From an optimization exercise on the open Yosys and OpenROAD flow, aimed at small area, a short achievable clock period and few clock cycles; shortcuts taken in it are not production practice. The RTL was checked by simulation tests, not by an equivalence proof against the original design. Power figures rest on the tool's default switching activity, not on a simulated workload.

==> design.v <==
module pwe_encoder (
    input  wire         clk,
    input  wire         rst,
    input  wire         req_valid,
    output wire         req_ready,
    input  wire [15:0]  req_opcode,
    input  wire [15:0]  req_version,
    input  wire [31:0]  req_request_id,
    input  wire [31:0]  f_status,
    input  wire [31:0]  f_word,
    input  wire [31:0]  f_vnet_id,
    input  wire [15:0]  f_vlan_id,
    input  wire [15:0]  f_port,
    input  wire [7:0]   f_src_prefix_len,
    input  wire [7:0]   f_dst_prefix_len,
    input  wire [47:0]  f_mac,
    input  wire [47:0]  f_mac2,
    input  wire [127:0] f_ip,
    input  wire [127:0] f_ip2,
    output wire         tx_valid,
    input  wire         tx_ready,
    output wire [7:0]   tx_data,
    output wire         tx_last,
    output reg          ev_valid,
    output wire [7:0]   ev_code,
    output wire [15:0]  ev_opcode,
    output wire [31:0]  ev_request_id
);
    localparam [7:0] EV_ENCODE_UNKNOWN_OPCODE = 8'h05;
    reg [8:0] cls_r;
    wire op_hi0 = (req_opcode[15:4] == 12'd0);
    wire dcls_p = op_hi0 & ((req_opcode[3:0] == 4'h1) | (req_opcode[3:0] == 4'h2));
    wire dcls_c3 = op_hi0 & ((req_opcode[3:0] == 4'h3));
    wire dcls_c4 = op_hi0 & ((req_opcode[3:0] == 4'h4));
    wire dcls_c5 = op_hi0 & ((req_opcode[3:0] == 4'h5));
    wire dcls_c6 = op_hi0 & ((req_opcode[3:0] == 4'h6));
    wire dcls_c9 = op_hi0 & ((req_opcode[3:0] == 4'h9));
    wire dcls_cc = op_hi0 & ((req_opcode[3:0] == 4'hC));
    wire dcls_ce = op_hi0 & ((req_opcode[3:0] == 4'hE));
    wire dcls_cf = op_hi0 & ((req_opcode[3:0] == 4'hF));
    wire dknown = dcls_p | dcls_c3 | dcls_c4 | dcls_c5 | dcls_c6 | dcls_c9 | dcls_cc | dcls_ce | dcls_cf;
    wire [8:0] dcls = {dcls_p, dcls_c3, dcls_c4, dcls_c5, dcls_c6, dcls_c9, dcls_cc, dcls_ce, dcls_cf};
    wire cls_p = cls_r[8];
    wire cls_c3 = cls_r[7];
    wire cls_c4 = cls_r[6];
    wire cls_c5 = cls_r[5];
    wire cls_c6 = cls_r[4];
    wire cls_c9 = cls_r[3];
    wire cls_cc = cls_r[2];
    wire cls_ce = cls_r[1];
    wire cls_cf = cls_r[0];
    wire [4:0] lasth = ({5{cls_p}} & 5'd7) | ({5{cls_c3}} & 5'd13) | ({5{cls_c4}} & 5'd17) | ({5{cls_c5}} & 5'd19) | ({5{cls_c6}} & 5'd21) | ({5{cls_c9}} & 5'd17) | ({5{cls_cc}} & 5'd9) | ({5{cls_ce}} & 5'd27) | ({5{cls_cf}} & 5'd30);
    wire [5:0] psz = ({6{cls_p}} & 6'd0) | ({6{cls_c3}} & 6'd12) | ({6{cls_c4}} & 6'd20) | ({6{cls_c5}} & 6'd24) | ({6{cls_c6}} & 6'd28) | ({6{cls_c9}} & 6'd20) | ({6{cls_cc}} & 6'd4) | ({6{cls_ce}} & 6'd40) | ({6{cls_cf}} & 6'd46);
    reg        fresh;         
    reg        known_r;       
    reg        ev_p;          
    reg [4:0]  fidx;          
    reg        cfetch;        
    reg        cpend;         
    reg        cfirst;        
    reg [15:0] hw_r;
    reg [31:0] crc;
    reg [3:0]  bcnt;          
    reg        hdr_done;      
    reg        bfull;         
    reg        blast;         
    reg        bsel;          
    reg [8:0]  q0, q1;        
    reg        q0v, q1v;
    wire [4:0] hidx = fidx;
    wire h_0 = (hidx == 5'd0);
    wire h_1 = (hidx == 5'd1);
    wire h_2 = (hidx == 5'd2);
    wire h_3 = (hidx == 5'd3);
    wire h_4 = (hidx == 5'd4);
    wire h_5 = (hidx == 5'd5);
    wire h_6 = (hidx == 5'd6);
    wire h_7 = (hidx == 5'd7);
    wire h_8 = (hidx == 5'd8);
    wire h_9 = (hidx == 5'd9);
    wire h_10 = (hidx == 5'd10);
    wire h_11 = (hidx == 5'd11);
    wire h_12 = (hidx == 5'd12);
    wire h_13 = (hidx == 5'd13);
    wire h_14 = (hidx == 5'd14);
    wire h_15 = (hidx == 5'd15);
    wire h_16 = (hidx == 5'd16);
    wire h_17 = (hidx == 5'd17);
    wire h_18 = (hidx == 5'd18);
    wire h_19 = (hidx == 5'd19);
    wire h_20 = (hidx == 5'd20);
    wire h_21 = (hidx == 5'd21);
    wire h_22 = (hidx == 5'd22);
    wire h_23 = (hidx == 5'd23);
    wire h_24 = (hidx == 5'd24);
    wire h_25 = (hidx == 5'd25);
    wire h_26 = (hidx == 5'd26);
    wire h_27 = (hidx == 5'd27);
    wire h_28 = (hidx == 5'd28);
    wire h_29 = (hidx == 5'd29);
    wire h_30 = (hidx == 5'd30);
    wire h_31 = (hidx == 5'd31);
    wire s_0 = h_0;
    wire s_1 = h_1;
    wire s_2 = h_3;
    wire s_3 = h_4;
    wire s_4 = h_5;
    wire s_5 = (cls_c3 & h_8) | (cls_c6 & h_10) | (cls_cf & h_16);
    wire s_6 = (cls_c3 & h_9) | (cls_c6 & h_11) | (cls_cf & h_17);
    wire s_7 = (cls_c3 & h_10) | (cls_c6 & h_12) | (cls_cf & h_18);
    wire s_8 = (cls_c3 & h_12) | (cls_c5 & h_18) | (cls_ce & h_8) | (cls_cf & h_12);
    wire s_9 = (cls_c3 & h_13) | (cls_c5 & h_19) | (cls_ce & h_9) | (cls_cf & h_13);
    wire s_10 = (cls_c4 & h_8) | (cls_c6 & h_9) | (cls_cc & h_9) | (cls_cf & h_9);
    wire s_11 = (cls_c4 & h_9) | (cls_c6 & h_13) | (cls_cf & h_22);
    wire s_12 = (cls_c4 & h_10) | (cls_c5 & h_8) | (cls_c6 & h_14) | (cls_c9 & h_10) | (cls_ce & h_12) | (cls_cf & h_23);
    wire s_13 = (cls_c4 & h_11) | (cls_c5 & h_9) | (cls_c6 & h_15) | (cls_c9 & h_11) | (cls_ce & h_13) | (cls_cf & h_24);
    wire s_14 = (cls_c4 & h_12) | (cls_c5 & h_10) | (cls_c6 & h_16) | (cls_c9 & h_12) | (cls_ce & h_14) | (cls_cf & h_25);
    wire s_15 = (cls_c4 & h_13) | (cls_c5 & h_11) | (cls_c6 & h_17) | (cls_c9 & h_13) | (cls_ce & h_15) | (cls_cf & h_26);
    wire s_16 = (cls_c4 & h_14) | (cls_c5 & h_12) | (cls_c6 & h_18) | (cls_c9 & h_14) | (cls_ce & h_16) | (cls_cf & h_27);
    wire s_17 = (cls_c4 & h_15) | (cls_c5 & h_13) | (cls_c6 & h_19) | (cls_c9 & h_15) | (cls_ce & h_17) | (cls_cf & h_28);
    wire s_18 = (cls_c4 & h_16) | (cls_c5 & h_14) | (cls_c6 & h_20) | (cls_c9 & h_16) | (cls_ce & h_18) | (cls_cf & h_29);
    wire s_19 = (cls_c4 & h_17) | (cls_c5 & h_15) | (cls_c6 & h_21) | (cls_c9 & h_17) | (cls_ce & h_19) | (cls_cf & h_30);
    wire s_20 = (cls_c5 & h_16) | (cls_c9 & h_8) | (cls_cf & h_10);
    wire s_21 = (cls_c5 & h_17) | (cls_c9 & h_9) | (cls_cf & h_11);
    wire s_22 = (cls_c6 & h_8) | (cls_cc & h_8) | (cls_cf & h_8);
    wire s_23 = (cls_ce & h_10) | (cls_cf & h_14);
    wire s_24 = (cls_ce & h_20);
    wire s_25 = (cls_ce & h_21);
    wire s_26 = (cls_ce & h_22);
    wire s_27 = (cls_ce & h_23);
    wire s_28 = (cls_ce & h_24);
    wire s_29 = (cls_ce & h_25);
    wire s_30 = (cls_ce & h_26);
    wire s_31 = (cls_ce & h_27);
    wire s_32 = (cls_cf & h_15);
    wire s_33 = (cls_cf & h_19);
    wire s_34 = (cls_cf & h_20);
    wire s_35 = (cls_cf & h_21);
    wire [15:0] hw =
        ({16{s_0}} & req_version) |
        ({16{s_1}} & req_opcode) |
        ({16{s_2}} & {10'd0, psz}) |
        ({16{s_3}} & req_request_id[31:16]) |
        ({16{s_4}} & req_request_id[15:0]) |
        ({16{s_5}} & f_mac[47:32]) |
        ({16{s_6}} & f_mac[31:16]) |
        ({16{s_7}} & f_mac[15:0]) |
        ({16{s_8}} & f_vnet_id[31:16]) |
        ({16{s_9}} & f_vnet_id[15:0]) |
        ({16{s_10}} & f_status[15:0]) |
        ({16{s_11}} & f_port) |
        ({16{s_12}} & f_ip[127:112]) |
        ({16{s_13}} & f_ip[111:96]) |
        ({16{s_14}} & f_ip[95:80]) |
        ({16{s_15}} & f_ip[79:64]) |
        ({16{s_16}} & f_ip[63:48]) |
        ({16{s_17}} & f_ip[47:32]) |
        ({16{s_18}} & f_ip[31:16]) |
        ({16{s_19}} & f_ip[15:0]) |
        ({16{s_20}} & f_word[31:16]) |
        ({16{s_21}} & f_word[15:0]) |
        ({16{s_22}} & f_status[31:16]) |
        ({16{s_23}} & f_vlan_id) |
        ({16{s_24}} & f_ip2[127:112]) |
        ({16{s_25}} & f_ip2[111:96]) |
        ({16{s_26}} & f_ip2[95:80]) |
        ({16{s_27}} & f_ip2[79:64]) |
        ({16{s_28}} & f_ip2[63:48]) |
        ({16{s_29}} & f_ip2[47:32]) |
        ({16{s_30}} & f_ip2[31:16]) |
        ({16{s_31}} & f_ip2[15:0]) |
        ({16{s_32}} & {f_src_prefix_len, f_dst_prefix_len}) |
        ({16{s_33}} & f_mac2[47:32]) |
        ({16{s_34}} & f_mac2[31:16]) |
        ({16{s_35}} & f_mac2[15:0]);
    function [31:0] crc32_byte;
        input [31:0] c;
        input [7:0]  b;
        integer i;
        reg [31:0] r;
        begin
            r = c ^ {24'd0, b};
            for (i = 0; i < 8; i = i + 1)
                r = r[0] ? ((r >> 1) ^ 32'hEDB88320) : (r >> 1);
            crc32_byte = r;
        end
    endfunction
    wire [31:0] crc_base = cfirst ? 32'hFFFFFFFF : crc;
    wire [31:0] crc_next = crc32_byte(crc32_byte(crc_base, hw_r[15:8]), hw_r[7:0]);
    wire [31:0] crc_fin  = ~crc;
    reg [7:0] hbyte;
    always @(*) begin
        case (bcnt)
            4'd0:  hbyte = req_version[15:8];
            4'd1:  hbyte = req_version[7:0];
            4'd3:  hbyte = {4'd0, req_opcode[3:0]};
            4'd7:  hbyte = {2'd0, psz};
            4'd8:  hbyte = req_request_id[31:24];
            4'd9:  hbyte = req_request_id[23:16];
            4'd10: hbyte = req_request_id[15:8];
            4'd11: hbyte = req_request_id[7:0];
            4'd12: hbyte = crc_fin[31:24];
            4'd13: hbyte = crc_fin[23:16];
            4'd14: hbyte = crc_fin[15:8];
            4'd15: hbyte = crc_fin[7:0];
            default: hbyte = 8'd0;
        endcase
    end
    wire start    = fresh & req_valid;
    wire cfet     = cfetch & req_valid;
    wire crc_ok   = ~cfetch & ~cpend;
    wire hdr_ok   = ~bcnt[3] | ~bcnt[2] | crc_ok;        
    wire space    = ~q1v;
    wire push_h   = known_r & space & ~hdr_done & hdr_ok;
    wire push_b   = known_r & space & hdr_done & bfull;
    wire push     = push_h | push_b;
    wire last_h   = cls_p & (bcnt == 4'd15);
    wire last_b   = bsel & blast;
    wire done     = push_h & last_h | push_b & last_b;
    wire [8:0] pbyte = hdr_done ? {last_b, bsel ? hw_r[7:0] : hw_r[15:8]} : {last_h, hbyte};
    wire bfet     = ~cfetch & ~(fidx > lasth) & (~bfull | push_b & bsel);
    wire pop      = q0v & tx_ready;
    assign req_ready = done | ev_valid;
    assign tx_valid  = q0v;
    assign tx_data   = q0[7:0];
    assign tx_last   = q0[8];
    assign ev_code       = EV_ENCODE_UNKNOWN_OPCODE;
    assign ev_opcode     = hw_r;
    assign ev_request_id = crc;
    always @(posedge clk) begin
        if (start)
            cls_r <= dcls;
        if (cfet | bfet)
            hw_r <= hw;
        if (start)
            crc <= req_request_id;
        else if (cpend & known_r)
            crc <= crc_next;
        if (q1v) begin
            if (pop)
                q0 <= q1;
        end else if (push & (pop | ~q0v)) begin
            q0 <= pbyte;
        end else if (push) begin
            q1 <= pbyte;
        end
    end
    wire finish = done | ev_valid;
    always @(posedge clk) begin
        if (rst) begin
            fresh    <= 1'b1;
            known_r  <= 1'b0;
            ev_p     <= 1'b0;
            ev_valid <= 1'b0;
            fidx     <= 5'd0;
            cfetch   <= 1'b1;
            cpend    <= 1'b0;
            cfirst   <= 1'b1;
            bcnt     <= 4'd0;
            hdr_done <= 1'b0;
            bfull    <= 1'b0;
            blast    <= 1'b0;
            bsel     <= 1'b0;
            q0v      <= 1'b0;
            q1v      <= 1'b0;
        end else begin
            ev_p     <= start & ~dknown;
            ev_valid <= ev_p;
            if (q1v) begin
                if (pop)
                    q1v <= 1'b0;
            end else if (push & (pop | ~q0v)) begin
                q0v <= 1'b1;
            end else if (push) begin
                q1v <= 1'b1;
            end else if (pop) begin
                q0v <= 1'b0;
            end
            if (finish) begin
                fresh    <= 1'b1;
                known_r  <= 1'b0;
                fidx     <= 5'd0;
                cfetch   <= 1'b1;
                cpend    <= 1'b0;
                cfirst   <= 1'b1;
                bcnt     <= 4'd0;
                hdr_done <= 1'b0;
                bfull    <= 1'b0;
                blast    <= 1'b0;
                bsel     <= 1'b0;
            end else begin
                if (start) begin
                    fresh   <= 1'b0;
                    known_r <= dknown;
                end
                cpend <= cfet;
                if (cpend & known_r)
                    cfirst <= 1'b0;
                if (cfet) begin
                    if (~fresh & (fidx == lasth)) begin
                        cfetch <= 1'b0;
                        fidx   <= 5'd8;
                    end else
                        fidx <= fidx + 5'd1;
                end
                if (bfet) begin
                    fidx  <= fidx + 5'd1;
                    bfull <= 1'b1;
                    blast <= (fidx == lasth);
                end else if (push_b & bsel)
                    bfull <= 1'b0;
                if (push_h) begin
                    bcnt <= bcnt + 4'd1;
                    if (bcnt == 4'd15)
                        hdr_done <= 1'b1;
                end
                if (push_b)
                    bsel <= ~bsel;
            end
        end
    end
endmodule
==> flow/run.sh <==
#!/bin/bash
# Standard ORFS layout; the port buffers are the smallest buffer cell
# (buf_1) instead of the cell buffer_ports picks by default.
set -euo pipefail
bash standard.sh "BUFFER_PORTS_ARGS=-buffer_cell sky130_fd_sc_hd__buf_1" finish > orfs_make.log 2>&1
==> standard.sh <==
#!/bin/bash
# synth_recipe.tcl (not shown) runs the flow's synth.tcl, then flattens the netlist and writes it again
# the make line also repeats each setting of config.mk as NAME=value (left out here)
make -C /OpenROAD-flow-scripts/flow DESIGN_CONFIG=/design/flow/config.mk WORK_HOME=/design/flow/orfs CLKGATE_MAP_FILE= SYNTH_SCRIPT=/design/flow/synth_recipe.tcl "${@:-finish}"
==> config.mk <==
export PLATFORM = sky130hd
export DESIGN_NAME = pwe_encoder
export DESIGN_NICKNAME = pwe_encoder
export VERILOG_FILES = /design/flow/design.v
export SDC_FILE = /design/flow/constraint.sdc
export NUM_CORES = 4
export LEC_CHECK = 0
export CAP_MARGIN = 20
export CORE_MARGIN = 2
export CORE_UTILIZATION = 30
export PLACE_DENSITY = 0.5
export SLEW_MARGIN = 20
==> constraint.sdc <==
create_clock -name core_clock -period 6.0 [get_ports {clk}]
set_input_delay 1.2000 -clock core_clock [delete_from_list [all_inputs] [get_ports {clk}]]
set_output_delay 1.2000 -clock core_clock [all_outputs]
set_load 0.01 [all_outputs]
==> flow_metrics.py, run 1 <==
metrics = {
    "logic_synthesis": {
        "synth.avg_cell_area_um2": 8.69,
        "synthFlopType": "edfxtp_1",
        "synth_warnings": 1,
        "ys_seq_area_share_pct": 25.0,
        "synth_cell_type_count": 72,
        "ys_ff_latch": 97,
        "netlist_instances": 1237,
        "syn-cell-area_um2": 10800,
        "async_reset_ff_share_pct": 0,
        "synth_commonest_cells": "a22oi_1, nand2_1, nor2_1, xnor2_1, clkbuf_1",
        "synth_top_area_share_pct": 20.9,
        "yosys.area.top_type": "edfxtp_1",
        "synth_most_common_cell": "a22oi_1",
        "synth-edff-count": 75,
        "synth_area_leaders": "edfxtp_1, a22oi_1, xnor2_1, xnor3_1, dfxtp_1",
    },
    "run_status": {
        "status": "complete, no violations",
    },
    "cts": {
        "cts_hold_buf": 0,
        "cts_sinks": 97,
        "cts_tree": "built",
        "htreeDepth": 3,
        "insertion_delay_ps": 380,
        "postCtsSetupBuffers": 0,
        "cts_resized": 0,
        "clkTransAtPathRegs_ps": 80,
        "numCtsBuffers": 9,
        "cts_max_path_buffers": 2,
        "cts_root_buf": "clkbuf_16",
    },
    "global_routing": {
        "grt_pass1_wl_um": 117000,
        "gr-usage-met3_pct": 9.85,
        "antenna_found_initial": 23,
        "busiest_layer": "met2",
        "grt_use_met2_pct": 69.4,
        "grtUsageTotal_pct": 45.8,
        "grtUsageMet1_pct": 56.2,
        "grt_max_degree": 48,
        "overflow": 0,
        "grt_pass1_vias": 13600,
    },
    "setup_path": {
        "worst_r2r_path_depth": 9,
        "end_kind": "register",
        "critPathMaxFanout": 25,
        "cp_data_required_time_ps": 6110,
        "path_class": "register to register",
        "timing.rr.start": "fidx[4]",
        "startpoint_type": "register",
        "r2r_setup_slack_ps": 1890,
        "arrival_ps": 4220,
        "worstReg2RegEnd": "hw_r[3]",
    },
    "final_layout": {
        "syn_to_final_growth_pct": 28.7,
        "final_core_util_pct": 39.1,
        "layout.nets": 2371,
        "drive_above_1_share_pct": 5.56,
        "final_cells": 2273,
    },
    "detailed_routing": {
        "drt_wl_total_um": 89400,
        "num_vias": 14600,
        "via_per_inst": 6.41,
        "drt_pre_antenna_iters": 8,
        "drt_iter0_markers": 2108,
        "drcViolationCount": 0,
        "ant_nets": 0,
        "wire_per_inst_um": 39.3,
    },
    "power_and_ir_drop": {
        "vdd_ir_drop_max_mv": 0.229,
        "p_leak_nw": 4.63,
        "power.density_nw_per_um2": 265,
    },
    "sta": {
        "finalCritPeriodShare_pct": 68.5,
        "drv_slew": 0,
        "fin_setup_tns_ps": 0,
        "slew_headroom_pct": 21.1,
        "max_freq_mhz": 243,
        "worstMarginPinSlew_ps": 1180,
        "final_period_minus_worst_setup_slack_ps": 4110,
        "fin_skew_ps": 9.82,
        "finalSetupViolCount": 0,
        "rsz0062_at_grt": "false",
        "finalHoldViolCount": 0,
    },
    "placed_design": {
        "place_inst": 2243,
        "io_buffers": 623,
        "place_congestion": 1.18,
        "hpwl_um": 75500,
    },
    "floorplanning": {
        "initial_core_util_pct": 30.4,
        "fp.dieArea_um2": 37400,
        "design.core.area_um2": 35400,
        "fp-row-count": 69,
        "die_h_um": 193,
        "num_io_pins": 632,
        "die_w_um": 193,
    },
    "min_path": {
        "worstHoldPathType": "register to register",
        "holdCritStartpoint": "ev_p",
        "hold_path_end": "ev_valid",
        "holdPathStages": 1,
    },
    "run": {
        "cap_violations": 0,
    },
}
[logic make-up (layout without fill, tap and decap cells)]
| family | after synthesis | in the layout | share of synthesized area, % |
|---|---|---|---|
| AOI/OAI and AO/OA | 409 | 409 | 28.9 |
| xor gates and xnor gates | 154 | 154 | 17.6 |
| DFF | 97 | 97 | 25.0 |
| and+or+nand+nor | 378 | 378 | 16.7 |
| buffers and inverters | 133 | 688 | 5.21 |
| muxes | 50 | 50 | 4.89 |
| other | 2 | 22 | 0.0699 |
| adders and majority gates | 14 | 14 | 1.63 |
[worst max-delay path, cell delays in order (launching register included)]
cell	delay, ps
dfxtp_1	500
buf_4	350
inv_1	230
ha_1	330
and2_1	460
a32o_1	350
a211oi_1	800
nand4_1	420
nor4_1	290
nand2_1	90
[power breakdown]
group	total [mW]	internal, mW	leakage, nW	switching [mW]
Combinational	1.92	0.956	3.60	0.967
Sequential	1.13	0.903	0.896	0.223
Clock	0.613	0.290	0.133	0.323
Total	3.66	2.15	4.63	1.51
[registers in the layout, indices dropped and copies added, names as in the netlist, 4 cells and up]
name / count
crc: 32
hw_r: 16
cls_r: 9
q0: 9
q1: 9
fidx: 5
bcnt: 4
[metrics by stage]
step / worst slack [ps] / power [mW] / area (um2) / hold WS, ps
after floorplan: 2970 / 2.30 / 10800 / 414
after global placement: 2020 / 3.03 / 13500 / 424
after detailed placement: 1930 / 3.01 / 13500 / 436
after CTS: 1950 / 3.61 / 13800 / 459
after global routing: 1690 / 3.76 / 13800 / 475
final: 1890 / 3.66 / 13800 / 460
[cells in the final DEF, fill, tap and decap left out, types with 30 or more instances in the layout]
cell,netlist,routed
a21oi_1,45,45
a221oi_1,46,46
a22o_1,48,48
a22oi_1,126,126
buf_1,6,623
edfxtp_1,75,75
mux2i_1,30,30
nand2_1,108,107
nand3_1,36,36
nand4_1,32,32
nor2_1,108,108
xnor2_1,90,90
[layout make-up]
type	instances	area [um2]
Multi-Input combinational cell	1013	7610
Antenna cell	14	35.0
Fill cell	3899	21600
Inverter	24	90.1
Timing Repair Buffer	648	2530
Tap cell	461	577
Clock buffer	9	225
Clock inverter	7	65.1
Sequential cell	97	2690
[how the worst max path moves through the flow]
stage,startpoint,end,cells past startpoint
finish,fidx[4],hw_r[3],9
CTS,fidx[0],hw_r[3],9
detailed placement,fidx[4],hw_r[3],9
global route,fidx[0],hw_r[3],9
floorplan,fidx[2],hw_r[14],13
global placement,fidx[4],hw_r[3],9
[routing by layer]
| metal | wire length (um) | vias to the layer above |
|---|---|---|
| met5 | 34 | - |
| met4 | 8070 | 6 |
| met3 | 9050 | 218 |
| met2 | 39300 | 1198 |
| met1 | 32900 | 7200 |
| li1 | - | 5952 |
Testbench counts, summed over its fixed seeds: cycles 147,057.
==> run 2: changes to the inputs <==
--- a/design.v
+++ b/design.v
@@ -49,12 +49,12 @@
     wire cls_cc = cls_r[2];
     wire cls_ce = cls_r[1];
     wire cls_cf = cls_r[0];
-    wire [4:0] lasth = ({5{cls_p}} & 5'd7) | ({5{cls_c3}} & 5'd13) | ({5{cls_c4}} & 5'd17) | ({5{cls_c5}} & 5'd19) | ({5{cls_c6}} & 5'd21) | ({5{cls_c9}} & 5'd17) | ({5{cls_cc}} & 5'd9) | ({5{cls_ce}} & 5'd27) | ({5{cls_cf}} & 5'd30);
     wire [5:0] psz = ({6{cls_p}} & 6'd0) | ({6{cls_c3}} & 6'd12) | ({6{cls_c4}} & 6'd20) | ({6{cls_c5}} & 6'd24) | ({6{cls_c6}} & 6'd28) | ({6{cls_c9}} & 6'd20) | ({6{cls_cc}} & 6'd4) | ({6{cls_ce}} & 6'd40) | ({6{cls_cf}} & 6'd46);
     reg        fresh;         
     reg        known_r;       
     reg        ev_p;          
-    reg [4:0]  fidx;          
+    reg [3:0]  fl;            
+    reg [7:0]  fh;            
     reg        cfetch;        
     reg        cpend;         
     reg        cfirst;        
@@ -67,39 +67,39 @@
     reg        bsel;          
     reg [8:0]  q0, q1;        
     reg        q0v, q1v;
-    wire [4:0] hidx = fidx;
-    wire h_0 = (hidx == 5'd0);
-    wire h_1 = (hidx == 5'd1);
-    wire h_2 = (hidx == 5'd2);
-    wire h_3 = (hidx == 5'd3);
-    wire h_4 = (hidx == 5'd4);
-    wire h_5 = (hidx == 5'd5);
-    wire h_6 = (hidx == 5'd6);
-    wire h_7 = (hidx == 5'd7);
-    wire h_8 = (hidx == 5'd8);
-    wire h_9 = (hidx == 5'd9);
-    wire h_10 = (hidx == 5'd10);
-    wire h_11 = (hidx == 5'd11);
-    wire h_12 = (hidx == 5'd12);
-    wire h_13 = (hidx == 5'd13);
-    wire h_14 = (hidx == 5'd14);
-    wire h_15 = (hidx == 5'd15);
-    wire h_16 = (hidx == 5'd16);
-    wire h_17 = (hidx == 5'd17);
-    wire h_18 = (hidx == 5'd18);
-    wire h_19 = (hidx == 5'd19);
-    wire h_20 = (hidx == 5'd20);
-    wire h_21 = (hidx == 5'd21);
-    wire h_22 = (hidx == 5'd22);
-    wire h_23 = (hidx == 5'd23);
-    wire h_24 = (hidx == 5'd24);
-    wire h_25 = (hidx == 5'd25);
-    wire h_26 = (hidx == 5'd26);
-    wire h_27 = (hidx == 5'd27);
-    wire h_28 = (hidx == 5'd28);
-    wire h_29 = (hidx == 5'd29);
-    wire h_30 = (hidx == 5'd30);
-    wire h_31 = (hidx == 5'd31);
+    wire h_0 = fl[0] & fh[0];
+    wire h_1 = fl[1] & fh[0];
+    wire h_2 = fl[2] & fh[0];
+    wire h_3 = fl[3] & fh[0];
+    wire h_4 = fl[0] & fh[1];
+    wire h_5 = fl[1] & fh[1];
+    wire h_6 = fl[2] & fh[1];
+    wire h_7 = fl[3] & fh[1];
+    wire h_8 = fl[0] & fh[2];
+    wire h_9 = fl[1] & fh[2];
+    wire h_10 = fl[2] & fh[2];
+    wire h_11 = fl[3] & fh[2];
+    wire h_12 = fl[0] & fh[3];
+    wire h_13 = fl[1] & fh[3];
+    wire h_14 = fl[2] & fh[3];
+    wire h_15 = fl[3] & fh[3];
+    wire h_16 = fl[0] & fh[4];
+    wire h_17 = fl[1] & fh[4];
+    wire h_18 = fl[2] & fh[4];
+    wire h_19 = fl[3] & fh[4];
+    wire h_20 = fl[0] & fh[5];
+    wire h_21 = fl[1] & fh[5];
+    wire h_22 = fl[2] & fh[5];
+    wire h_23 = fl[3] & fh[5];
+    wire h_24 = fl[0] & fh[6];
+    wire h_25 = fl[1] & fh[6];
+    wire h_26 = fl[2] & fh[6];
+    wire h_27 = fl[3] & fh[6];
+    wire h_28 = fl[0] & fh[7];
+    wire h_29 = fl[1] & fh[7];
+    wire h_30 = fl[2] & fh[7];
+    wire h_31 = fl[3] & fh[7];
+    wire at_last = (cls_p & h_7) | (cls_c3 & h_13) | (cls_c4 & h_17) | (cls_c5 & h_19) | (cls_c6 & h_21) | (cls_c9 & h_17) | (cls_cc & h_9) | (cls_ce & h_27) | (cls_cf & h_30);
     wire s_0 = h_0;
     wire s_1 = h_1;
     wire s_2 = h_3;
@@ -218,7 +218,7 @@
     wire last_b   = bsel & blast;
     wire done     = push_h & last_h | push_b & last_b;
     wire [8:0] pbyte = hdr_done ? {last_b, bsel ? hw_r[7:0] : hw_r[15:8]} : {last_h, hbyte};
-    wire bfet     = ~cfetch & ~(fidx > lasth) & (~bfull | push_b & bsel);
+    wire bfet     = ~cfetch & ~cls_p & ~blast & (~bfull | push_b & bsel);
     wire pop      = q0v & tx_ready;
     assign req_ready = done | ev_valid;
     assign tx_valid  = q0v;
@@ -252,7 +252,8 @@
             known_r  <= 1'b0;
             ev_p     <= 1'b0;
             ev_valid <= 1'b0;
-            fidx     <= 5'd0;
+            fl       <= 4'b0001;
+            fh       <= 8'b00000001;
             cfetch   <= 1'b1;
             cpend    <= 1'b0;
             cfirst   <= 1'b1;
@@ -279,7 +280,8 @@
             if (finish) begin
                 fresh    <= 1'b1;
                 known_r  <= 1'b0;
-                fidx     <= 5'd0;
+                fl       <= 4'b0001;
+            fh       <= 8'b00000001;
                 cfetch   <= 1'b1;
                 cpend    <= 1'b0;
                 cfirst   <= 1'b1;
@@ -297,16 +299,22 @@
                 if (cpend & known_r)
                     cfirst <= 1'b0;
                 if (cfet) begin
-                    if (~fresh & (fidx == lasth)) begin
+                    if (~fresh & at_last) begin
                         cfetch <= 1'b0;
-                        fidx   <= 5'd8;
-                    end else
-                        fidx <= fidx + 5'd1;
+                        fl     <= 4'b0001;
+                        fh     <= 8'b00000100;
+                    end else begin
+                        fl <= {fl[2:0], fl[3]};
+                        if (fl[3])
+                            fh <= {fh[6:0], fh[7]};
+                    end
                 end
                 if (bfet) begin
-                    fidx  <= fidx + 5'd1;
+                    fl    <= {fl[2:0], fl[3]};
+                    if (fl[3])
+                        fh <= {fh[6:0], fh[7]};
                     bfull <= 1'b1;
-                    blast <= (fidx == lasth);
+                    blast <= at_last;
                 end else if (push_b & bsel)
                     bfull <= 1'b0;
                 if (push_h) begin
--- a/config.mk
+++ b/config.mk
@@ -7,6 +7,6 @@
 export LEC_CHECK = 0
 export CAP_MARGIN = 20
 export CORE_MARGIN = 2
-export CORE_UTILIZATION = 30
-export PLACE_DENSITY = 0.5
+export CORE_UTILIZATION = 50
+export PLACE_DENSITY = 0.65
 export SLEW_MARGIN = 20
==> run 2 against run 1 <==
  * The flow now stops in 3_2_place_iop
  * Area after synthesis is 1.5% lower
  * Synthesized cell count increased by 0.16%
==> flow_metrics.py, run 2 <==
metrics = {
    "run_status": {
        "stop_stage": "3_2_place_iop",
        "error": "[ERROR PPL-0024] Number of IO pins (632) exceeds maximum number of available positions (534). Increase the die perimeter from 598.00um to 859.52um.",
        "status": "stopped before the end",
    },
    "logic_synthesis": {
        "ys_ff_latch": 104,
        "synth_top_area_share_pct": 21.3,
        "ys_seq_area_share_pct": 26.8,
        "synth.avg_cell_area_um2": 8.54,
        "yosys.area.top_type": "edfxtp_1",
        "synth_commonest_cells": "a22oi_1, xnor2_1, nor2_1, clkbuf_1, nand2_1",
        "netlist_instances": 1239,
        "syn-cell-area_um2": 10600,
        "synth-edff-count": 75,
        "synth_warnings": 1,
        "synthFlopType": "edfxtp_1",
        "synth_area_leaders": "edfxtp_1, a22oi_1, xnor2_1, dfxtp_1, a222oi_1",
        "synth_most_common_cell": "a22oi_1",
        "synth_cell_type_count": 71,
        "async_reset_ff_share_pct": 0,
    },
    "floorplanning": {
        "initial_core_util_pct": 50.7,
        "fp-row-count": 53,
        "die_w_um": 150,
        "die_h_um": 150,
    },
}
-- run 2: cell types whose count changed after synthesis, moves of 13 or more --
cell and delta:
mux2i_1 -21, nand2_1 -27, a222oi_1 +19, a22oi_1 +34, xnor2_1 +21, o22ai_1 +13, nor4_1 -16
-- run 2: cells by family after synthesis --
| family | count (synthesis) | share of synthesized area, % |
|---|---|---|
| AOI/OAI and AO/OA | 499 | 35.3 |
| xor gates and xnor gates | 164 | 16.9 |
| adders and majority gates | 4 | 0.473 |
| buffers and inverters | 145 | 5.63 |
| DFF | 104 | 26.8 |
| muxes | 19 | 1.91 |
| other | 2 | 0.0709 |
| and+or+nand+nor | 302 | 13.0 |
Testbench counts of run 2, summed over its fixed seeds: cycles 147,057.
==> run 3: changes to the inputs <==
--- a/config.mk
+++ b/config.mk
@@ -7,6 +7,6 @@
 export LEC_CHECK = 0
 export CAP_MARGIN = 20
 export CORE_MARGIN = 2
-export CORE_UTILIZATION = 50
-export PLACE_DENSITY = 0.65
+export CORE_UTILIZATION = 30
+export PLACE_DENSITY = 0.5
 export SLEW_MARGIN = 20
==> run 3 against run 2 <==
  * Now clean on timing, DRC and antenna
  * Synthesized cell count stayed put
  * Area after synthesis stayed put
==> flow_metrics.py, run 3 <==
metrics = {
    "run_status": {
        "status": "complete, no violations",
    },
    "cts": {
        "clkTransAtPathRegs_ps": 80,
        "cts_hold_buf": 0,
        "cts_sinks": 104,
        "cts_max_path_buffers": 2,
        "cts_resized": 0,
        "insertion_delay_ps": 370,
        "postCtsSetupBuffers": 0,
        "cts_root_buf": "clkbuf_16",
        "cts_tree": "built",
        "htreeDepth": 3,
        "numCtsBuffers": 9,
    },
    "floorplanning": {
        "fp-row-count": 68,
        "fp.dieArea_um2": 36800,
        "design.core.area_um2": 34600,
        "die_w_um": 192,
        "initial_core_util_pct": 30.6,
        "die_h_um": 192,
        "num_io_pins": 632,
    },
    "final_layout": {
        "drive_above_1_share_pct": 4.62,
        "layout.nets": 2360,
        "reg_top3": "crc (32), hw_r (16)",
        "final_cell_mix": "buf_1, a22oi_1, xnor2_1",
        "nFillCells": 3784,
        "final_common_cell": "buf_1",
        "regMostFlops": "crc",
        "syn_to_final_growth_pct": 28.8,
        "largest_register_ffs": 32,
    },
    "setup_path": {
        "worstReg2RegEnd": "crc[25]",
        "r2r_setup_slack_ps": 2220,
        "startpoint": "cfirst",
        "cp_data_required_time_ps": 6130,
        "timing.rr.start": "cfirst",
        "critPathMaxFanout": 23,
        "worst_r2r_path_depth": 7,
        "startpoint_type": "register",
        "arrival_ps": 3900,
        "path_class": "register to register",
        "end_kind": "register",
    },
    "logic_synthesis": {
        "synth_area_leaders": "edfxtp_1, a22oi_1, xnor2_1, dfxtp_1, a222oi_1",
        "netlist_instances": 1239,
        "async_reset_ff_share_pct": 0,
        "synth.avg_cell_area_um2": 8.54,
        "yosys.area.top_type": "edfxtp_1",
        "ys_ff_latch": 104,
        "synth-edff-count": 75,
        "ys_seq_area_share_pct": 26.8,
        "synth_top_area_share_pct": 21.3,
        "synth_cell_type_count": 71,
        "synthFlopType": "edfxtp_1",
        "syn-cell-area_um2": 10600,
        "synth_commonest_cells": "a22oi_1, xnor2_1, nor2_1, clkbuf_1, nand2_1",
        "synth_most_common_cell": "a22oi_1",
        "synth_warnings": 1,
    },
    "sta": {
        "finalSetupViolCount": 0,
        "fin_setup_tns_ps": 0,
        "worstMarginPinSlew_ps": 1270,
        "max_freq_mhz": 265,
        "rsz0062_at_grt": "false",
        "fin_skew_ps": 14.6,
        "whs_ps": 455,
        "slew_headroom_pct": 15.2,
        "finalCritPeriodShare_pct": 62.9,
        "drv_slew": 0,
        "finalHoldViolCount": 0,
        "final_period_minus_worst_setup_slack_ps": 3780,
    },
    "detailed_routing": {
        "drcViolationCount": 0,
        "num_vias": 15100,
        "drt_wl_total_um": 94700,
        "drt_pre_antenna_iters": 9,
        "ant_nets": 0,
        "wire_per_inst_um": 41.6,
        "drt_iter0_markers": 2438,
        "via_per_inst": 6.66,
    },
    "global_routing": {
        "grt_pass1_wl_um": 122000,
        "grtUsageTotal_pct": 49.8,
        "grt_max_degree": 42,
        "grt_pass1_vias": 13800,
        "overflow": 0,
        "antenna_found_initial": 27,
    },
    "min_path": {
        "worstHoldPathType": "register to register",
        "hold_path_end": "ev_valid",
        "holdPathStages": 1,
        "holdCritStartpoint": "ev_p",
    },
    "power_and_ir_drop": {
        "p_leak_nw": 4.34,
        "vdd_ir_drop_max_mv": 0.137,
        "power.density_nw_per_um2": 243,
    },
    "run": {
        "cap_violations": 0,
    },
    "placed_design": {
        "place_congestion": 1.10,
        "hpwl_um": 79000,
        "io_buffers": 623,
    },
}
==> run 3: final cells by class <==
| type | count | area (um2) | share of cell area (%) |
|---|---|---|---|
| clock buffer | 10 | 229 | 1.68 |
| sequential | 104 | 2840 | 20.8 |
| clock inverter | 6 | 66.3 | 0.487 |
| tap | 455 | 569 | 4.18 |
| timing repair buffer | 658 | 2600 | 19.1 |
| antenna | 21 | 52.6 | 0.386 |
| inverter | 23 | 86.3 | 0.633 |
| multi-input combinational | 996 | 7190 | 52.7 |
==> run 3: metal layers <==
layer  share of wire, %  global-route usage, %
met4                9.2                   40.8
met5              0.069                      0
met3                 11                   12.4
met2                 42                   72.1
met1                 37                   62.3
==> run 3: critical path, stage by stage, from the launching register on <==
cell and delay, ps:
dfxtp_1 1070, nor2_1 190, xnor2_2 350, xnor3_2 430, xnor2_4 370, xor3_2 610, xnor3_1 220, mux2_2 270
==> run 3: how the worst max path moves through the flow <==
| stage | endpoint | cells after the start |
|---|---|---|
| floorplan | crc[25] | 8 |
| global placement | crc[25] | 7 |
| detailed placement | crc[25] | 7 |
| CTS | crc[25] | 7 |
| global route | crc[28] | 7 |
| finish | crc[25] | 7 |
==> run 3: through the flow <==
stage	utilization [%]	cells	setup slack [ps]	power [mW]	area, um2
after floorplan	-	1245	3120	1.97	10600
after global placement	38.4	2236	2310	2.64	13300
after detailed placement	38.4	2236	2280	2.63	13300
after CTS	39.2	2252	2260	3.26	13600
after global routing	39.3	2266	2160	3.38	13600
final	39.4	2273	2220	3.31	13600
==> run 3: where the power goes <==
part,leakage (nW),switching (mW),internal (mW)
combinational,3.25,0.861,0.696
clock,0.137,0.310,0.327
sequential,0.954,0.207,0.910
==> run 3: logic make-up (layout without fill, tap and decap cells) <==
kind of cell | count (synthesis) | count (layout) | share of synthesized area [%]
and+or+nand+nor | 302 | 302 | 13.0
DFF | 104 | 104 | 26.8
adders and majority gates | 4 | 4 | 0.473
other | 2 | 29 | 0.0709
xor gates and xnor gates | 164 | 164 | 16.9
muxes | 19 | 19 | 1.91
buffers and inverters | 145 | 697 | 5.63
AOI/OAI and AO/OA | 499 | 499 | 35.3
==> run 4: changes to the inputs <==
--- a/config.mk
+++ b/config.mk
@@ -9,4 +9,5 @@
 export CORE_MARGIN = 2
 export CORE_UTILIZATION = 30
 export PLACE_DENSITY = 0.5
+export SETUP_SLACK_MARGIN = 2.5
 export SLEW_MARGIN = 20
==> run 4 against run 3 <==
  * Clock skew hardly changed
  * Global-route usage stayed put
  * Combinational power hardly changed
  * Count of clock-buffer cells in the layout stayed put
  * Area after synthesis stayed put
  * Worst hold slack worse by 2.4 ps
  * First-iteration DRC count is 1.6% higher
  * Still clean
  * Fmax is 6.5% higher
  * Core utilization is 0.079 points higher
  * Critical endpoint is now hw_r[6]
==> flow_metrics.py, run 4 <==
metrics = {
    "logic_synthesis": {
        "syn-cell-area_um2": 10600,
        "yosys.area.top_type": "edfxtp_1",
        "ys_ff_latch": 104,
        "synth.avg_cell_area_um2": 8.54,
        "ys_seq_area_share_pct": 26.8,
        "async_reset_ff_share_pct": 0,
        "synth_warnings": 1,
        "synth_area_leaders": "edfxtp_1, a22oi_1, xnor2_1, dfxtp_1, a222oi_1",
        "synth_top_area_share_pct": 21.3,
        "netlist_instances": 1239,
        "synth_most_common_cell": "a22oi_1",
        "synth-edff-count": 75,
        "synthFlopType": "edfxtp_1",
        "synth_commonest_cells": "a22oi_1, xnor2_1, nor2_1, clkbuf_1, nand2_1",
        "synth_cell_type_count": 71,
    },
    "final_layout": {
        "final_common_cell": "buf_1",
        "syn_to_final_growth_pct": 29.0,
        "largest_register_ffs": 32,
        "final_cells": 2272,
        "reg_top3": "crc (32), hw_r (16)",
        "layout.nets": 2361,
        "drive_above_1_share_pct": 4.89,
        "regMostFlops": "crc",
        "nFillCells": 3780,
        "final_cell_mix": "buf_1, a22oi_1, xnor2_1",
    },
    "cts": {
        "clkTransAtPathRegs_ps": 80,
        "cts_max_path_buffers": 2,
        "htreeDepth": 3,
        "cts_tree": "built",
        "cts_sinks": 104,
        "cts_hold_buf": 0,
        "cts_root_buf": "clkbuf_16",
        "numCtsBuffers": 9,
        "insertion_delay_ps": 370,
    },
    "floorplanning": {
        "design.core.area_um2": 34600,
        "fp.dieArea_um2": 36800,
        "die_w_um": 192,
        "initial_core_util_pct": 30.6,
        "num_io_pins": 632,
        "fp-row-count": 68,
        "die_h_um": 192,
    },
    "setup_path": {
        "cp_num_buf_inv": 1,
        "crit_family": "compound AO/OA/AOI/OAI gates",
        "end_kind": "register",
        "critPathMaxFanout": 41,
        "slowest_delay_ps": 620,
        "startpoint_type": "register",
        "worst_r2r_path_depth": 8,
        "worstReg2RegEnd": "hw_r[6]",
        "arrival_ps": 3670,
        "timing.rr.start": "fl[0]",
        "crit_chain": "buf_4, a22oi_1, o22ai_1, a2111oi_1, nand3_1, a221oi_1, nand4_1, a211o_1",
        "crit_path_top_delay_cell": "dfxtp_2",
        "cp_data_required_time_ps": 6130,
        "path_class": "register to register",
        "path_depth": 8,
        "r2r_setup_slack_ps": 2450,
    },
    "global_routing": {
        "grt_max_degree": 42,
        "grt_pass1_wl_um": 122000,
        "grtUsageTotal_pct": 49.8,
        "overflow": 0,
        "grt_pass1_vias": 13800,
        "antenna_found_initial": 27,
    },
    "sta": {
        "final_period_minus_worst_setup_slack_ps": 3550,
        "whs_ps": 453,
        "finalCritPeriodShare_pct": 59.1,
        "worstMarginPinSlew_ps": 1250,
        "rsz0062_at_grt": "true",
        "finalHoldViolCount": 0,
        "finalSetupViolCount": 0,
        "max_freq_mhz": 282,
        "fin_setup_tns_ps": 0,
        "drv_slew": 0,
        "fin_skew_ps": 14.3,
        "slew_headroom_pct": 16.7,
    },
    "min_path": {
        "holdCritStartpoint": "ev_p",
        "holdPathStages": 1,
        "hold_path_end": "ev_valid",
        "worstHoldPathType": "register to register",
    },
    "placed_design": {
        "io_buffers": 623,
        "place_inst": 2236,
        "hpwl_um": 79000,
        "place_congestion": 1.10,
    },
    "detailed_routing": {
        "ant_nets": 0,
        "drt_wl_total_um": 94700,
        "drt_iter0_markers": 2478,
        "drcViolationCount": 0,
        "wire_per_inst_um": 41.7,
        "num_vias": 15200,
        "drt_pre_antenna_iters": 9,
        "via_per_inst": 6.67,
    },
    "run_status": {
        "status": "complete, no violations",
    },
    "power_and_ir_drop": {
        "finalPower_mw": 3.31,
        "p_leak_nw": 4.34,
        "vdd_ir_drop_max_mv": 0.135,
        "power.density_nw_per_um2": 242,
    },
    "run": {
        "cap_violations": 0,
    },
}
[run 4: cells by family (layout without fill, tap and decap cells)]
logic type      Yosys count  in the layout  share of synthesized area (%)
xor+xnor                164            164                           16.9
compound gates          499            499                           35.3
other cells               2             27                         0.0709
mux                      19             19                           1.91
simple gates            302            302                           13.0
buf+inv                 145            698                           5.63
fa+ha+maj                 4              4                          0.473
flops                   104            104                           26.8
[run 4: how the worst max path moves through the flow]
stage	from	endpoint	slack [ps]
after global routing	cls_r[0]	hw_r[0]	2500
final	fl[0]	hw_r[6]	2450
after global placement	cfirst	crc[25]	2310
after detailed placement	cfirst	crc[25]	2280
after floorplan	crc[2]	crc[25]	3120
after CTS	cls_r[0]	hw_r[0]	2520
[run 4: final cells by class]
type | instances | area [um2] | area share, %
flip-flops and latches | 104 | 2840 | 20.8
repair buffers | 659 | 2610 | 19.1
diodes | 19 | 47.5 | 0.348
inverters | 23 | 90.1 | 0.660
multi-input cells | 996 | 7200 | 52.7
clock buffers | 10 | 229 | 1.68
well taps | 455 | 569 | 4.17
clock inverters | 6 | 66.3 | 0.486
[run 4: per-stage QoR]
step | area (um2) | worst slack (ps) | util, %
detailed placement | 13300 | 2280 | 38.4
CTS | 13600 | 2520 | 39.2
finish | 13700 | 2450 | 39.4
floorplan | 10600 | 3120 | -
global route | 13600 | 2500 | 39.4
global placement | 13300 | 2310 | 38.4
[run 4: timing repair]
action                                  4_1_cts  5_1_grt
pin swaps                                     0        1
resized for setup                             3        4
setup buffers                                 0        1
endpoints found under the setup margin       15        5
[run 4: routing by layer]
metal  vias to the layer above  part of all wire, %  global-route usage [%]
met1                      7506                   37                    62.3
met4                        14                  9.1                    40.8
met3                       285                   11                    12.4
met5                         -                0.081                       0
li1                       6013                    -                       -
met2                      1342                   43                    72.1
[run 4: report_power, final]
group / switching (mW) / internal [mW] / total (mW)
clock network: 0.308 / 0.327 / 0.635
registers: 0.207 / 0.909 / 1.12
logic: 0.862 / 0.696 / 1.56
total: 1.38 / 1.93 / 3.31
==> run 5: changes to the inputs <==
--- a/design.v
+++ b/design.v
@@ -67,6 +67,7 @@
     reg        bsel;          
     reg [8:0]  q0, q1;        
     reg        q0v, q1v;
+    reg        rdy;           
     wire h_0 = fl[0] & fh[0];
     wire h_1 = fl[1] & fh[0];
     wire h_2 = fl[2] & fh[0];
@@ -206,8 +207,6 @@
             default: hbyte = 8'd0;
         endcase
     end
-    wire start    = fresh & req_valid;
-    wire cfet     = cfetch & req_valid;
     wire crc_ok   = ~cfetch & ~cpend;
     wire hdr_ok   = ~bcnt[3] | ~bcnt[2] | crc_ok;        
     wire space    = ~q1v;
@@ -216,11 +215,12 @@
     wire push     = push_h | push_b;
     wire last_h   = cls_p & (bcnt == 4'd15);
     wire last_b   = bsel & blast;
-    wire done     = push_h & last_h | push_b & last_b;
     wire [8:0] pbyte = hdr_done ? {last_b, bsel ? hw_r[7:0] : hw_r[15:8]} : {last_h, hbyte};
     wire bfet     = ~cfetch & ~cls_p & ~blast & (~bfull | push_b & bsel);
     wire pop      = q0v & tx_ready;
-    assign req_ready = done | ev_valid;
+    wire finish   = rdy | ev_valid;
+    wire adv      = req_valid | ~fresh;                  
+    assign req_ready = rdy | ev_valid;
     assign tx_valid  = q0v;
     assign tx_data   = q0[7:0];
     assign tx_last   = q0[8];
@@ -228,11 +228,11 @@
     assign ev_opcode     = hw_r;
     assign ev_request_id = crc;
     always @(posedge clk) begin
-        if (start)
+        if (fresh)
             cls_r <= dcls;
-        if (cfet | bfet)
+        if (cfetch | bfet)
             hw_r <= hw;
-        if (start)
+        if (fresh)
             crc <= req_request_id;
         else if (cpend & known_r)
             crc <= crc_next;
@@ -245,86 +245,124 @@
             q1 <= pbyte;
         end
     end
-    wire finish = done | ev_valid;
-    always @(posedge clk) begin
-        if (rst) begin
-            fresh    <= 1'b1;
-            known_r  <= 1'b0;
-            ev_p     <= 1'b0;
-            ev_valid <= 1'b0;
-            fl       <= 4'b0001;
-            fh       <= 8'b00000001;
-            cfetch   <= 1'b1;
-            cpend    <= 1'b0;
-            cfirst   <= 1'b1;
-            bcnt     <= 4'd0;
-            hdr_done <= 1'b0;
-            bfull    <= 1'b0;
-            blast    <= 1'b0;
-            bsel     <= 1'b0;
-            q0v      <= 1'b0;
-            q1v      <= 1'b0;
+    reg        fresh_n, known_n, ev_p_n, ev_n, cfetch_n, cpend_n, cfirst_n;
+    reg        hdr_done_n, bfull_n, blast_n, bsel_n, q0v_n, q1v_n;
+    reg [3:0]  fl_n, bcnt_n;
+    reg [7:0]  fh_n;
+    always @(*) begin
+        fresh_n    = fresh;
+        known_n    = known_r;
+        ev_p_n     = fresh & req_valid & ~dknown;
+        ev_n       = ev_p;
+        fl_n       = fl;
+        fh_n       = fh;
+        cfetch_n   = cfetch;
+        cpend_n    = cpend;
+        cfirst_n   = cfirst;
+        bcnt_n     = bcnt;
+        hdr_done_n = hdr_done;
+        bfull_n    = bfull;
+        blast_n    = blast;
+        bsel_n     = bsel;
+        q0v_n      = q0v;
+        q1v_n      = q1v;
+        if (q1v) begin
+            if (pop)
+                q1v_n = 1'b0;
+        end else if (push & (pop | ~q0v)) begin
+            q0v_n = 1'b1;
+        end else if (push) begin
+            q1v_n = 1'b1;
+        end else if (pop) begin
+            q0v_n = 1'b0;
+        end
+        if (finish) begin
+            fresh_n    = 1'b1;
+            known_n    = 1'b0;
+            fl_n       = 4'b0001;
+            fh_n       = 8'b00000001;
+            cfetch_n   = 1'b1;
+            cpend_n    = 1'b0;
+            cfirst_n   = 1'b1;
+            bcnt_n     = 4'd0;
+            hdr_done_n = 1'b0;
+            bfull_n    = 1'b0;
+            blast_n    = 1'b0;
+            bsel_n     = 1'b0;
         end else begin
-            ev_p     <= start & ~dknown;
-            ev_valid <= ev_p;
-            if (q1v) begin
-                if (pop)
-                    q1v <= 1'b0;
-            end else if (push & (pop | ~q0v)) begin
-                q0v <= 1'b1;
-            end else if (push) begin
-                q1v <= 1'b1;
-            end else if (pop) begin
-                q0v <= 1'b0;
+            if (fresh & req_valid) begin
+                fresh_n = 1'b0;
+                known_n = dknown;
             end
-            if (finish) begin
-                fresh    <= 1'b1;
-                known_r  <= 1'b0;
-                fl       <= 4'b0001;
-            fh       <= 8'b00000001;
-                cfetch   <= 1'b1;
-                cpend    <= 1'b0;
-                cfirst   <= 1'b1;
-                bcnt     <= 4'd0;
-                hdr_done <= 1'b0;
-                bfull    <= 1'b0;
-                blast    <= 1'b0;
-                bsel     <= 1'b0;
-            end else begin
-                if (start) begin
-                    fresh   <= 1'b0;
-                    known_r <= dknown;
-                end
-                cpend <= cfet;
-                if (cpend & known_r)
-                    cfirst <= 1'b0;
-                if (cfet) begin
-                    if (~fresh & at_last) begin
-                        cfetch <= 1'b0;
-                        fl     <= 4'b0001;
-                        fh     <= 8'b00000100;
-                    end else begin
-                        fl <= {fl[2:0], fl[3]};
-                        if (fl[3])
-                            fh <= {fh[6:0], fh[7]};
-                    end
-                end
-                if (bfet) begin
-                    fl    <= {fl[2:0], fl[3]};
+            cpend_n = cfetch & adv;
+            if (cpend & known_r)
+                cfirst_n = 1'b0;
+            if (cfetch & adv) begin
+                if (~fresh & at_last) begin
+                    cfetch_n = 1'b0;
+                    fl_n     = 4'b0001;
+                    fh_n     = 8'b00000100;
+                end else begin
+                    fl_n = {fl[2:0], fl[3]};
                     if (fl[3])
-                        fh <= {fh[6:0], fh[7]};
-                    bfull <= 1'b1;
-                    blast <= at_last;
-                end else if (push_b & bsel)
-                    bfull <= 1'b0;
-                if (push_h) begin
-                    bcnt <= bcnt + 4'd1;
-                    if (bcnt == 4'd15)
-                        hdr_done <= 1'b1;
+                        fh_n = {fh[6:0], fh[7]};
                 end
-                if (push_b)
-                    bsel <= ~bsel;
             end
+            if (bfet) begin
+                fl_n    = {fl[2:0], fl[3]};
+                if (fl[3])
+                    fh_n = {fh[6:0], fh[7]};
+                bfull_n = 1'b1;
+                blast_n = at_last;
+            end else if (push_b & bsel)
+                bfull_n = 1'b0;
+            if (push_h) begin
+                bcnt_n = bcnt + 4'd1;
+                if (bcnt == 4'd15)
+                    hdr_done_n = 1'b1;
+            end
+            if (push_b)
+                bsel_n = ~bsel;
         end
+        if (rst) begin
+            fresh_n    = 1'b1;
+            known_n    = 1'b0;
+            ev_p_n     = 1'b0;
+            ev_n       = 1'b0;
+            fl_n       = 4'b0001;
+            fh_n       = 8'b00000001;
+            cfetch_n   = 1'b1;
+            cpend_n    = 1'b0;
+            cfirst_n   = 1'b1;
+            bcnt_n     = 4'd0;
+            hdr_done_n = 1'b0;
+            bfull_n    = 1'b0;
+            blast_n    = 1'b0;
+            bsel_n     = 1'b0;
+            q0v_n      = 1'b0;
+            q1v_n      = 1'b0;
+        end
+    end
+    wire rdy_n = known_n & ~q1v_n &
+                 (~hdr_done_n & cls_p & (bcnt_n == 4'd15) & ~cfetch_n & ~cpend_n |
+                  hdr_done_n & bfull_n & bsel_n & blast_n);
+    always @(posedge clk) begin
+        fresh    <= fresh_n;
+        known_r  <= known_n;
+        ev_p     <= ev_p_n;
+        ev_valid <= ev_n;
+        fl       <= fl_n;
+        fh       <= fh_n;
+        cfetch   <= cfetch_n;
+        cpend    <= cpend_n;
+        cfirst   <= cfirst_n;
+        bcnt     <= bcnt_n;
+        hdr_done <= hdr_done_n;
+        bfull    <= bfull_n;
+        blast    <= blast_n;
+        bsel     <= bsel_n;
+        q0v      <= q0v_n;
+        q1v      <= q1v_n;
+        rdy      <= rdy_n;
     end
 endmodule
--- a/config.mk
+++ b/config.mk
@@ -9,5 +9,5 @@
 export CORE_MARGIN = 2
 export CORE_UTILIZATION = 30
 export PLACE_DENSITY = 0.5
-export SETUP_SLACK_MARGIN = 2.5
+export SETUP_SLACK_MARGIN = 3.2
 export SLEW_MARGIN = 20
==> run 5 against run 4 <==
  * Still clean on timing, DRC and antenna
  * Sequential power grew 11%
  * Combinational power grew 130%
  * Sequential share of layout area shrank 2.3 points
  * Cell count grew 4.8%
  * Register-to-register slack gained 510 ps
  * Synthesized cell count grew 0.16%
  * Fmax grew 17%
  * Critical path depth is the same
  * Area after synthesis grew 1.4%
  * Non-clock buffer count grew 99
  * Critical path type unchanged
  * Largest power group unchanged
==> flow_metrics.py, run 5 <==
metrics = {
    "logic_synthesis": {
        "yosys.area.top_type": "edfxtp_1",
        "netlist_instances": 1241,
        "ys_seq_area_share_pct": 26.6,
        "synth_warnings": 1,
        "synth_area_leaders": "edfxtp_1, a22oi_1, xnor2_1, dfxtp_1, a221oi_1",
        "syn-cell-area_um2": 10700,
        "synth.avg_cell_area_um2": 8.65,
        "synth_commonest_cells": "a22oi_1, nand2_1, xnor2_1, clkbuf_1, edfxtp_1",
        "async_reset_ff_share_pct": 0,
        "synthFlopType": "edfxtp_1",
        "synth_most_common_cell": "a22oi_1",
        "synth_cell_type_count": 65,
        "synth-edff-count": 75,
        "synth_top_area_share_pct": 21.0,
        "ys_ff_latch": 105,
    },
    "power_and_ir_drop": {
        "p_comb_share_pct": 64.9,
        "p_seq_share_pct": 22.6,
        "internal_power_mw": 3.11,
        "switching_share_pct": 43.5,
        "p_leak_nw": 5.35,
        "power.density_nw_per_um2": 354,
        "finalPower_mw": 5.50,
        "clkPwrFrac_pct": 12.5,
        "vdd_ir_drop_max_mv": 0.239,
        "p_sw_mw": 2.40,
    },
    "floorplanning": {
        "die_w_um": 193,
        "design.core.area_um2": 35400,
        "fp-row-count": 69,
        "num_io_pins": 632,
        "fp.dieArea_um2": 37300,
        "die_h_um": 193,
        "initial_core_util_pct": 30.3,
    },
    "detailed_routing": {
        "ant_nets": 0,
        "via_per_inst": 6.64,
        "wire_per_inst_um": 41.5,
        "drt_iter0_markers": 2793,
        "num_vias": 15800,
        "drcViolationCount": 0,
        "drt_pre_antenna_iters": 7,
        "drt_wl_total_um": 98800,
    },
    "sta": {
        "max_freq_mhz": 329,
        "finalHoldViolCount": 0,
        "worstMarginPinSlew_ps": 1140,
        "rsz0062_at_grt": "true",
        "drv_slew": 0,
        "finalCritPeriodShare_pct": 50.7,
        "slew_headroom_pct": 24.1,
        "final_period_minus_worst_setup_slack_ps": 3040,
        "fin_setup_tns_ps": 0,
        "fin_skew_ps": 13.8,
        "finalSetupViolCount": 0,
    },
    "setup_path": {
        "end_kind": "register",
        "cp_data_required_time_ps": 6130,
        "worst_r2r_path_depth": 8,
        "arrival_ps": 3170,
        "worstReg2RegEnd": "hw_r[3]",
        "critPathMaxFanout": 9,
        "path_class": "register to register",
        "startpoint_type": "register",
        "startpoint": "cls_r[0]",
        "worstSetupEndpoint": "hw_r[3]",
        "r2r_setup_slack_ps": 2960,
        "timing.rr.start": "cls_r[0]",
    },
    "final_layout": {
        "regMostFlops": "crc",
        "final_cell_mix": "buf_1, a22oi_1, buf_4",
        "layout.nets": 2464,
        "reg_top3": "crc (32), hw_r (16)",
        "final_common_cell": "buf_1",
        "syn_to_final_growth_pct": 44.7,
        "final_area_um2": 15500,
        "largest_register_ffs": 32,
        "drive_above_1_share_pct": 16.6,
        "final_core_util_pct": 43.9,
    },
    "placed_design": {
        "io_buffers": 623,
        "hpwl_um": 80700,
        "place_congestion": 1.10,
        "place_area_um2": 13500,
    },
    "cts": {
        "insertion_delay_ps": 390,
        "clkTransAtPathRegs_ps": 100,
        "htreeDepth": 3,
        "cts_max_path_buffers": 2,
        "cts_sinks": 105,
        "numCtsBuffers": 9,
        "cts_root_buf": "clkbuf_16",
        "cts_tree": "built",
    },
    "min_path": {
        "worstHoldPathType": "register to register",
        "holdPathStages": 1,
    },
    "global_routing": {
        "grtUsageTotal_pct": 50.6,
        "grt_pass1_vias": 14300,
        "grt_pass1_wl_um": 125000,
        "overflow": 0,
        "grt_max_degree": 64,
        "antenna_found_initial": 22,
    },
    "run": {
        "cap_violations": 0,
    },
    "run_status": {
        "status": "complete, no violations",
    },
}
## run 5: changes by cell type in the layout (fill, tap and decap cells not counted), sizes merged, moves of 22 or more
cell	change
buf	+98
nor2	-34
a221oi	+29
a22oi	-29
a22o	+27
nand2	+22
## run 5: final cells by class
type | count | area [um2]
clock buffer | 9 | 225
sequential | 105 | 2870
fill | 3722 | 19900
antenna | 21 | 52.6
inverter | 23 | 92.6
multi-input combinational | 998 | 8190
timing repair buffer | 758 | 3440
tap | 461 | 577
clock inverter | 7 | 96.3
## run 5: cells by family (layout without fill, tap and decap cells)
logic type,Yosys count,count (layout),share of synthesized area (%)
compound gates,498,498,34.6
simple gates,301,302,13.1
xor+xnor,149,149,16.0
buf+inv,145,797,5.47
flops,105,105,26.6
mux,36,36,3.61
fa+ha+maj,5,5,0.583
other cells,2,29,0.0699
## run 5: worst min path at each step
| stage | start | endpoint |
|---|---|---|
| after detailed placement | ev_p | ev_valid |
| final | ev_p | ev_valid |
| after global routing | ev_p | ev_valid |
| after global placement | ev_p | ev_valid |
| after CTS | ev_p | ev_valid |
| after floorplan | ev_p | ev_valid |
## run 5: power groups by stage
stage | clock network [mW] | logic (mW) | registers [mW]
floorplan | 0 | 1.76 | 1.15
global placement | 0 | 2.66 | 1.29
finish | 0.690 | 3.57 | 1.24
detailed placement | 0 | 2.65 | 1.29
global route | 0.706 | 3.67 | 1.23
CTS | 0.673 | 3.22 | 1.22
## run 5: metrics by stage
step / hold WS, ps / std cells / worst slack [ps]
after floorplan: 414 / 1247 / 3130
final: 454 / 2382 / 2960
after CTS: 458 / 2315 / 3080
after global routing: 467 / 2376 / 3020
after detailed placement: 440 / 2240 / 2360
after global placement: 427 / 2240 / 2340
## run 5: what timing repair did
item                       in CTS  in global routing
pin swaps                      32                 35
setup endpoints to repair      81                 39
resized for setup             113                 67
hold endpoints to repair        0                  0
buffers inserted               59                 45
gates cloned                    0                  1
hold buffers                    0                  0
## run 5: metal layers
metal  vias up  global-route usage [%]  part of all wire, %
met5         -                       0                0.044
met4         8                    49.8                   12
met3       389                    11.2                   11
met2      1438                    77.9                   44
met1      7701                    57.4                   34
li1       6269                       -                    -
## run 5: critical path: stages (launching register included)
cell and delay (ps):
edfxtp_1 500, buf_6 190, a22o_1 240, a32o_4 320, buf_4 180, buf_4 180
a222oi_1 700, and3_4 390, nand4_1 80
Testbench counts of run 5, summed over its fixed seeds: cycles 147,057.

## port drivers added, routing unchanged
In the flow no input, the clock included, has a driving cell. The finished layouts below were timed again as built, in two steps.
Step 1 sets driving cells, clkbuf_16 on the clock port and buf_2 on the other inputs (assumed; they add their load-dependent delay and slew).
Step 2 also shifts input and output timing later by t, the mid clock arrival at the registers, as if the neighbouring blocks saw the same clock.
Slacks: ideal ports / drivers / drivers and shift; pairs: ideal ports / drivers.
| run | shift t [ns] | setup slack, ns | hold slack, ns | latest minus earliest clock arrival (ns) |
|---|---|---|---|---|
| run 1 | 0.421 | 1.889 / 1.889 / 1.889 | 0.460 / 0.460 / 0.460 | 0.009 / 0.009 |
| run 3 | 0.419 | 2.225 / 2.225 / 1.962 | 0.455 / 0.455 / 0.455 | 0.015 / 0.015 |
| run 4 | 0.418 | 2.454 / 2.454 / 2.134 | 0.453 / 0.453 / 0.453 | 0.015 / 0.014 |
| run 5 | 0.437 | 2.959 / 2.959 / 2.741 | 0.454 / 0.454 / 0.454 | 0.014 / 0.014 |
After both steps every run listed still meets setup and hold. The setup slack of run 4, which loses most, moves by 0.000 ns with the drivers and by -0.320 ns with both steps.
